What follows belongs to an exercise in optimizing a design on an open flow for small area, a short achievable clock period and few clock cycles per item; a production flow would make more cautious choices. Only simulation tests tie the RTL to the original design; equivalence was not proved.

==> wip/sierra: inputs <==
==> flow/design.v (excerpt) <==
module smolbit_arith (
    input  wire        clk,
    input  wire        rst,
    input  wire        in_valid,
    output wire        in_ready,
    input  wire [2:0]  in_mode,
    input  wire [31:0] in_a,
    input  wire [31:0] in_b,
    output reg         out_valid,
    output wire [31:0] out_result
);
    localparam integer R  = 8;           
    localparam integer ND = 32 / R;      
    localparam integer DW = 2;           
    localparam integer SM = R - 1;       
    localparam [2:0] M_ADD = 3'd0, M_SUB = 3'd1, M_MUL = 3'd2, M_DIV = 3'd3,
                     M_MOV = 3'd4, M_LDI = 3'd5, M_POW = 3'd6, M_ROOT = 3'd7;
    localparam [2:0] S_IDLE  = 3'd0,
                     S_FAST  = 3'd1,   
                     S_MUL   = 3'd2,   
                     S_DALN  = 3'd3,   
                     S_DSUB  = 3'd4,   
                     S_RSET  = 3'd6,   
                     S_RMUL  = 3'd7;   
    reg [2:0]    st;
    reg [31:0]   u, v, acc;
    reg [32:0]   x;
    reg [R-1:0]  dq;          
    reg          cin;         
    reg          afirst;      
    reg          useu;        
    reg          msel;        
    reg          ispow;
    reg          ph;          
    reg [1:0]    nb;          
    reg [2:0]    e;           
    reg [4:0]    deg;         
    reg [4:0]    la;          
    reg [5:0]    sd;          
    reg [DW-1:0] di;          
    reg [4:0]    cnt;         
    reg [3:0]    j;           
  ...
make LEC_CHECK=0 CAP_MARGIN=20 CORE_MARGIN=2 CORE_UTILIZATION=40 SETUP_SLACK_MARGIN=2.0 SLEW_MARGIN=20 finish   # period 8.0 ns
run.sh (not shown) runs the stock make flow with config.mk's settings and CLKGATE_MAP_FILE= SYNTH_SCRIPT=/design/flow/synth_recipe.tcl, a recipe that flattens the netlist after the stock synthesis.
==> wip/lagoon: changes against wip/sierra <==
--- a/flow/design.v
+++ b/flow/design.v
@@ -605,27 +605,26 @@
     wire b_one  = (in_b == 32'd1);
     wire b_ge16 = (in_b[31:4] != 28'd0);
     wire b_ge32 = (in_b[31:5] != 27'd0);
     wire a_zero = (in_a == 32'd0);
     localparam [2:0] X_LD = 3'd1, X_SHL = 3'd2, X_SQ2 = 3'd3, X_SHR = 3'd4, X_CAND = 3'd5;
-    localparam [1:0] A_MAC = 2'd0, A_Q = 2'd2, A_RN = 2'd3;
+    localparam [1:0] A_MAC = 2'd0, A_ZERO = 2'd1, A_Q = 2'd2, A_RN = 2'd3;
     reg [2:0]   xs;           
     reg         xin, xa, xsq; 
     reg         u_en, uin;    
     reg         v_en;         
     reg         acc_en;
     reg [1:0]   as;
     reg [2:0]   st_n;
     reg [R-1:0] dq_n;
-    reg         afirst_n, useu_n, cin_n, msel_n, xnb, ainv_n;
+    reg         afirst_n, useu_n, cin_n, msel_n, xnb;
     always @* begin
         st_n = st;
         xs = 3'd0; xin = 1'b0; xa = 1'b0; xsq = 1'b0;
         u_en = 1'b0; uin = 1'b0; v_en = 1'b0; acc_en = 1'b0; as = A_MAC;
         dq_n = dnext;
         afirst_n = afirst; useu_n = useu; cin_n = cin; msel_n = msel; xnb = 1'b0;
-        ainv_n = 1'b0;
         case (st)
         S_FAST: begin
             acc_en = 1'b1;
         end
         S_MUL: begin
@@ -643,25 +642,22 @@
                     msel_n = 1'b1; dq_n = mac[R-1:0]; xsq = 1'b1;
                 end
             end
         end
         S_DALN: begin
+            acc_en = 1'b1; as = A_ZERO;
             xs = X_LD;
             dq_n = {{(R-1){1'b0}}, 1'b1} << dsh(sdn);
             if (sdn == 6'd0) begin
-                st_n = S_DSUB; useu_n = 1'b1; afirst_n = 1'b1; ainv_n = 1'b1;
-                dq_n = {1'b1, {(R-1){1'b0}}};
+                st_n = S_DSUB; useu_n = 1'b1; afirst_n = 1'b0;
             end
         end
         S_DSUB: begin
             u_en = 1'b1;
             acc_en = 1'b1; as = A_Q;
-            afirst_n = 1'b0;
-            ainv_n = ~mac[32];
-            if (dq[0]) xs = X_SHR;
-            else       dq_n = dq >> 1;
-            if (dq[0]) dq_n = dq;
+            xs = X_SHR;
+            dq_n = 1;
         end
         S_RSET, S_RMUL: begin
             acc_en = (st == S_RMUL) | rdone;
             as     = rdone ? A_RN : A_MAC;
             afirst_n = 1'b0;
@@ -685,11 +681,11 @@
         endcase
         if (fin) st_n = S_IDLE;
         if (accept) begin
             u_en = 1'b1; uin = 1'b1;
             xs = X_LD; xin = 1'b1; xa = 1'b0; xsq = 1'b0;
-            afirst_n = 1'b1; useu_n = 1'b0; cin_n = 1'b0; msel_n = 1'b0; ainv_n = 1'b0;
+            afirst_n = 1'b1; useu_n = 1'b0; cin_n = 1'b0; msel_n = 1'b0;
             dq_n = 1;
             st_n = S_FAST;
             case (in_mode)
             M_ADD: useu_n = 1'b1;
             M_SUB: begin useu_n = 1'b1; cin_n = 1'b1; xnb = 1'b1; end
@@ -701,16 +697,13 @@
                 dq_n = swap ? in_a[R-1:0] : in_b[R-1:0];
             end
             M_DIV: begin
                 if (b_zero)        dq_n = 0;
                 else if (sd_in[5]) dq_n = 0;             
-                else if (sd_in > SM) begin
+                else begin
                     st_n = S_DALN;
-                    dq_n = {{(R-1){1'b0}}, 1'b1} << dsh(sd_in - SM);
-                end else begin
-                    st_n = S_DSUB; useu_n = 1'b1; ainv_n = 1'b1;
-                    dq_n = {{(R-1){1'b0}}, 1'b1} << sd_in[2:0];
+                    dq_n = {{(R-1){1'b0}}, 1'b1} << dsh(sd_in);
                 end
             end
             M_POW: begin
                 if (b_ge16)      dq_n = 0;
                 else if (b_zero) begin dq_n = 0; cin_n = 1'b1; end
@@ -752,11 +745,12 @@
     wire [31:0] v_n = accept ? ((in_mode == M_POW) ? in_a : (vroot0 ? 32'd0 : in_b))
                              : {16'd0, rn};
     reg [31:0] acc_n;
     always @* begin
         case (as)
-        A_Q:     acc_n = {acc[30:0] & {31{~afirst}}, qbit};
+        A_ZERO:  acc_n = 32'd0;
+        A_Q:     acc_n = {acc[30:0], qbit};
         A_RN:    acc_n = {16'd0, rn};
         default: acc_n = mac[31:0];
         endcase
     end
     always @(posedge clk) begin
@@ -767,11 +761,11 @@
         dq     <= dq_n;
         afirst <= afirst_n;
         useu   <= useu_n;
         sacc   <= ~useu_n & ~afirst_n;
         cin    <= cin_n;
-        ainv   <= ainv_n & ~rst;
+        ainv   <= ~rst & (st_n == S_DSUB) & ~(st == S_DSUB ? mac[32] : 1'b0);
         msel   <= msel_n;
         if (rst) begin
             st        <= S_IDLE;
             out_valid <= 1'b0;
         end else begin
@@ -784,10 +778,11 @@
             if (!ph && e[2]) ph <= 1'b1;
             else begin ph <= 1'b0; e <= {e[1:0], 1'b0}; nb <= nb - 2'd1; end
         end else di <= di + 1'b1;
         S_DALN: begin
             sd  <= sdn;
+            cnt <= cnt + {2'b00, dsh(sd)};
         end
         S_DSUB: begin
             s32 <= mac[32];
             cpl <= cpln;
             cnt <= cnt - 5'd1;
@@ -817,14 +812,14 @@
         default: ;
         endcase
         if (accept) begin
             di  <= 0;
             ph  <= 1'b0;
-            cnt <= sd_in[4:0];
+            cnt <= 5'd0;
             s32 <= 1'b0;
             cpl <= 1'b0;
-            sd  <= sd_in - SM;
+            sd  <= sd_in;
             la  <= la_in;
             deg <= in_b[4:0];
             rfirst <= 1'b1;
             spec   <= 1'b0;
             pchk   <= 1'b0;
==> wip/juniper: changes against wip/sierra <==
--- a/flow/design.v
+++ b/flow/design.v
@@ -605,27 +605,26 @@
     wire b_one  = (in_b == 32'd1);
     wire b_ge16 = (in_b[31:4] != 28'd0);
     wire b_ge32 = (in_b[31:5] != 27'd0);
     wire a_zero = (in_a == 32'd0);
     localparam [2:0] X_LD = 3'd1, X_SHL = 3'd2, X_SQ2 = 3'd3, X_SHR = 3'd4, X_CAND = 3'd5;
-    localparam [1:0] A_MAC = 2'd0, A_Q = 2'd2, A_RN = 2'd3;
+    localparam [1:0] A_MAC = 2'd0, A_ZERO = 2'd1, A_Q = 2'd2, A_RN = 2'd3;
     reg [2:0]   xs;           
     reg         xin, xa, xsq; 
     reg         u_en, uin;    
     reg         v_en;         
     reg         acc_en;
     reg [1:0]   as;
     reg [2:0]   st_n;
     reg [R-1:0] dq_n;
-    reg         afirst_n, useu_n, cin_n, msel_n, xnb, ainv_n;
+    reg         afirst_n, useu_n, cin_n, msel_n, xnb;
     always @* begin
         st_n = st;
         xs = 3'd0; xin = 1'b0; xa = 1'b0; xsq = 1'b0;
         u_en = 1'b0; uin = 1'b0; v_en = 1'b0; acc_en = 1'b0; as = A_MAC;
         dq_n = dnext;
         afirst_n = afirst; useu_n = useu; cin_n = cin; msel_n = msel; xnb = 1'b0;
-        ainv_n = 1'b0;
         case (st)
         S_FAST: begin
             acc_en = 1'b1;
         end
         S_MUL: begin
@@ -643,25 +642,22 @@
                     msel_n = 1'b1; dq_n = mac[R-1:0]; xsq = 1'b1;
                 end
             end
         end
         S_DALN: begin
+            acc_en = 1'b1; as = A_ZERO;
             xs = X_LD;
             dq_n = {{(R-1){1'b0}}, 1'b1} << dsh(sdn);
             if (sdn == 6'd0) begin
-                st_n = S_DSUB; useu_n = 1'b1; afirst_n = 1'b1; ainv_n = 1'b1;
-                dq_n = {1'b1, {(R-1){1'b0}}};
+                st_n = S_DSUB; useu_n = 1'b1; afirst_n = 1'b0;
             end
         end
         S_DSUB: begin
             u_en = 1'b1;
             acc_en = 1'b1; as = A_Q;
-            afirst_n = 1'b0;
-            ainv_n = ~mac[32];
-            if (dq[0]) xs = X_SHR;
-            else       dq_n = dq >> 1;
-            if (dq[0]) dq_n = dq;
+            xs = X_SHR;
+            dq_n = 1;
         end
         S_RSET, S_RMUL: begin
             acc_en = (st == S_RMUL) | rdone;
             as     = rdone ? A_RN : A_MAC;
             afirst_n = 1'b0;
@@ -685,11 +681,11 @@
         endcase
         if (fin) st_n = S_IDLE;
         if (accept) begin
             u_en = 1'b1; uin = 1'b1;
             xs = X_LD; xin = 1'b1; xa = 1'b0; xsq = 1'b0;
-            afirst_n = 1'b1; useu_n = 1'b0; cin_n = 1'b0; msel_n = 1'b0; ainv_n = 1'b0;
+            afirst_n = 1'b1; useu_n = 1'b0; cin_n = 1'b0; msel_n = 1'b0;
             dq_n = 1;
             st_n = S_FAST;
             case (in_mode)
             M_ADD: useu_n = 1'b1;
             M_SUB: begin useu_n = 1'b1; cin_n = 1'b1; xnb = 1'b1; end
@@ -701,16 +697,13 @@
                 dq_n = swap ? in_a[R-1:0] : in_b[R-1:0];
             end
             M_DIV: begin
                 if (b_zero)        dq_n = 0;
                 else if (sd_in[5]) dq_n = 0;             
-                else if (sd_in > SM) begin
+                else begin
                     st_n = S_DALN;
-                    dq_n = {{(R-1){1'b0}}, 1'b1} << dsh(sd_in - SM);
-                end else begin
-                    st_n = S_DSUB; useu_n = 1'b1; ainv_n = 1'b1;
-                    dq_n = {{(R-1){1'b0}}, 1'b1} << sd_in[2:0];
+                    dq_n = {{(R-1){1'b0}}, 1'b1} << dsh(sd_in);
                 end
             end
             M_POW: begin
                 if (b_ge16)      dq_n = 0;
                 else if (b_zero) begin dq_n = 0; cin_n = 1'b1; end
@@ -752,11 +745,12 @@
     wire [31:0] v_n = accept ? ((in_mode == M_POW) ? in_a : (vroot0 ? 32'd0 : in_b))
                              : {16'd0, rn};
     reg [31:0] acc_n;
     always @* begin
         case (as)
-        A_Q:     acc_n = {acc[30:0] & {31{~afirst}}, qbit};
+        A_ZERO:  acc_n = 32'd0;
+        A_Q:     acc_n = {acc[30:0], qbit};
         A_RN:    acc_n = {16'd0, rn};
         default: acc_n = mac[31:0];
         endcase
     end
     always @(posedge clk) begin
@@ -767,11 +761,11 @@
         dq     <= dq_n;
         afirst <= afirst_n;
         useu   <= useu_n;
         sacc   <= ~useu_n & ~afirst_n;
         cin    <= cin_n;
-        ainv   <= ainv_n & ~rst;
+        ainv   <= ~rst & (st_n == S_DSUB) & ~(st == S_DSUB ? mac[32] : 1'b0);
         msel   <= msel_n;
         if (rst) begin
             st        <= S_IDLE;
             out_valid <= 1'b0;
         end else begin
@@ -784,10 +778,11 @@
             if (!ph && e[2]) ph <= 1'b1;
             else begin ph <= 1'b0; e <= {e[1:0], 1'b0}; nb <= nb - 2'd1; end
         end else di <= di + 1'b1;
         S_DALN: begin
             sd  <= sdn;
+            cnt <= cnt + {2'b00, dsh(sd)};
         end
         S_DSUB: begin
             s32 <= mac[32];
             cpl <= cpln;
             cnt <= cnt - 5'd1;
@@ -817,14 +812,14 @@
         default: ;
         endcase
         if (accept) begin
             di  <= 0;
             ph  <= 1'b0;
-            cnt <= sd_in[4:0];
+            cnt <= 5'd0;
             s32 <= 1'b0;
             cpl <= 1'b0;
-            sd  <= sd_in - SM;
+            sd  <= sd_in;
             la  <= la_in;
             deg <= in_b[4:0];
             rfirst <= 1'b1;
             spec   <= 1'b0;
             pchk   <= 1'b0;
Settings changed: CORE_UTILIZATION 40 to 30.
==> summary of the runs <==
Between wip/juniper and wip/sierra, the lower final cell count is in wip/sierra (gap 4.8%, measured against wip/sierra). Synthesized area is the same in wip/lagoon and wip/juniper. In core utilization, wip/sierra and wip/lagoon hardly differ. Global-route usage: wip/lagoon is lower than wip/sierra (1.7 points). Of wip/juniper and wip/sierra, wip/juniper has the higher setup slack (gap 0.048 ns). Against wip/juniper, the fmax of wip/sierra is lower by 0.79%.
==> figures <==
| metric | wip/sierra | wip/juniper | wip/lagoon |
|---|---|---|---|
| Status | no timing/DRC/antenna violations | no timing/DRC/antenna violations | no timing/DRC/antenna violations |
| Count of TritonRoute iterations in the first routing pass | 8 | 9 | 20 |
| Routed wl met2 | 48.4 mm | 41.7 mm | 44.7 mm |
| Die boundary height | 251 um | 286 um | 249 um |
| Worst hold slack after final layout | 0.460 ns | 0.493 ns | 0.495 ns |
| Area fraction of the dominant cell type after synthesis | 21.1% | 20.1% | 20.1% |
| Clock latency reported for the late side of the worst-skew pair | 0.48 ns | 0.49 ns | 0.49 ns |
| Portion of netlist area occupied by mux cells | 2.91% | 1.99% | 1.99% |
| Timing endpoint of the critical path | dq[2]$_DFFE_PP_ | in_ready | x[21]$_DFFE_PP_ |
| Area overhead of the layout relative to synthesis | 16.8% | 16.5% | 16.7% |
| Post-DP HPWL | 80.2 mm | 71.4 mm | 76.9 mm |
| Metal1 wirelength | 41.3 mm | 39.8 mm | 41.4 mm |
| Vias | 24419 | 23088 | 23578 |
Testbench counts of wip/sierra, summed over its fixed seeds: cycles 13,192, ops 3,200.
Testbench counts of wip/lagoon, summed over its fixed seeds: cycles 13,349, ops 3,200.
Testbench counts of wip/juniper, summed over its fixed seeds: cycles 13,349, ops 3,200.

-- port drivers added, routing unchanged --
The flow's constraints put no driver on any port. The routed layouts listed below were extracted and timed again, unchanged, in two steps. Step 1 assumes that a clkbuf_16 drives the clock port and a buf_2 every other input. Step 2 also shifts input and output timing later by t, the mid clock arrival at the registers, as if the neighbouring blocks saw the same clock. Three values: ideal ports, drivers, drivers and shift; two values: the first two.
run | shift t [ns] | slack for setup (ns) | hold slack, ns | clock arrival spread, ns
wip/sierra | 0.525 | 1.885 / 1.909 / 1.384 | 0.460 / 0.460 / 0.460 | 0.016 / 0.016
wip/lagoon | 0.543 | 2.025 / 2.025 / 1.650 | 0.495 / 0.495 / 0.495 | 0.012 / 0.012
wip/juniper | 0.532 | 1.934 / 1.877 / 1.646 | 0.493 / 0.493 / 0.493 | 0.028 / 0.029
After both steps setup and hold are still met in every run listed. For wip/sierra, which loses most, drivers alone change the setup slack by +0.024 ns; drivers and shift together by -0.501 ns.
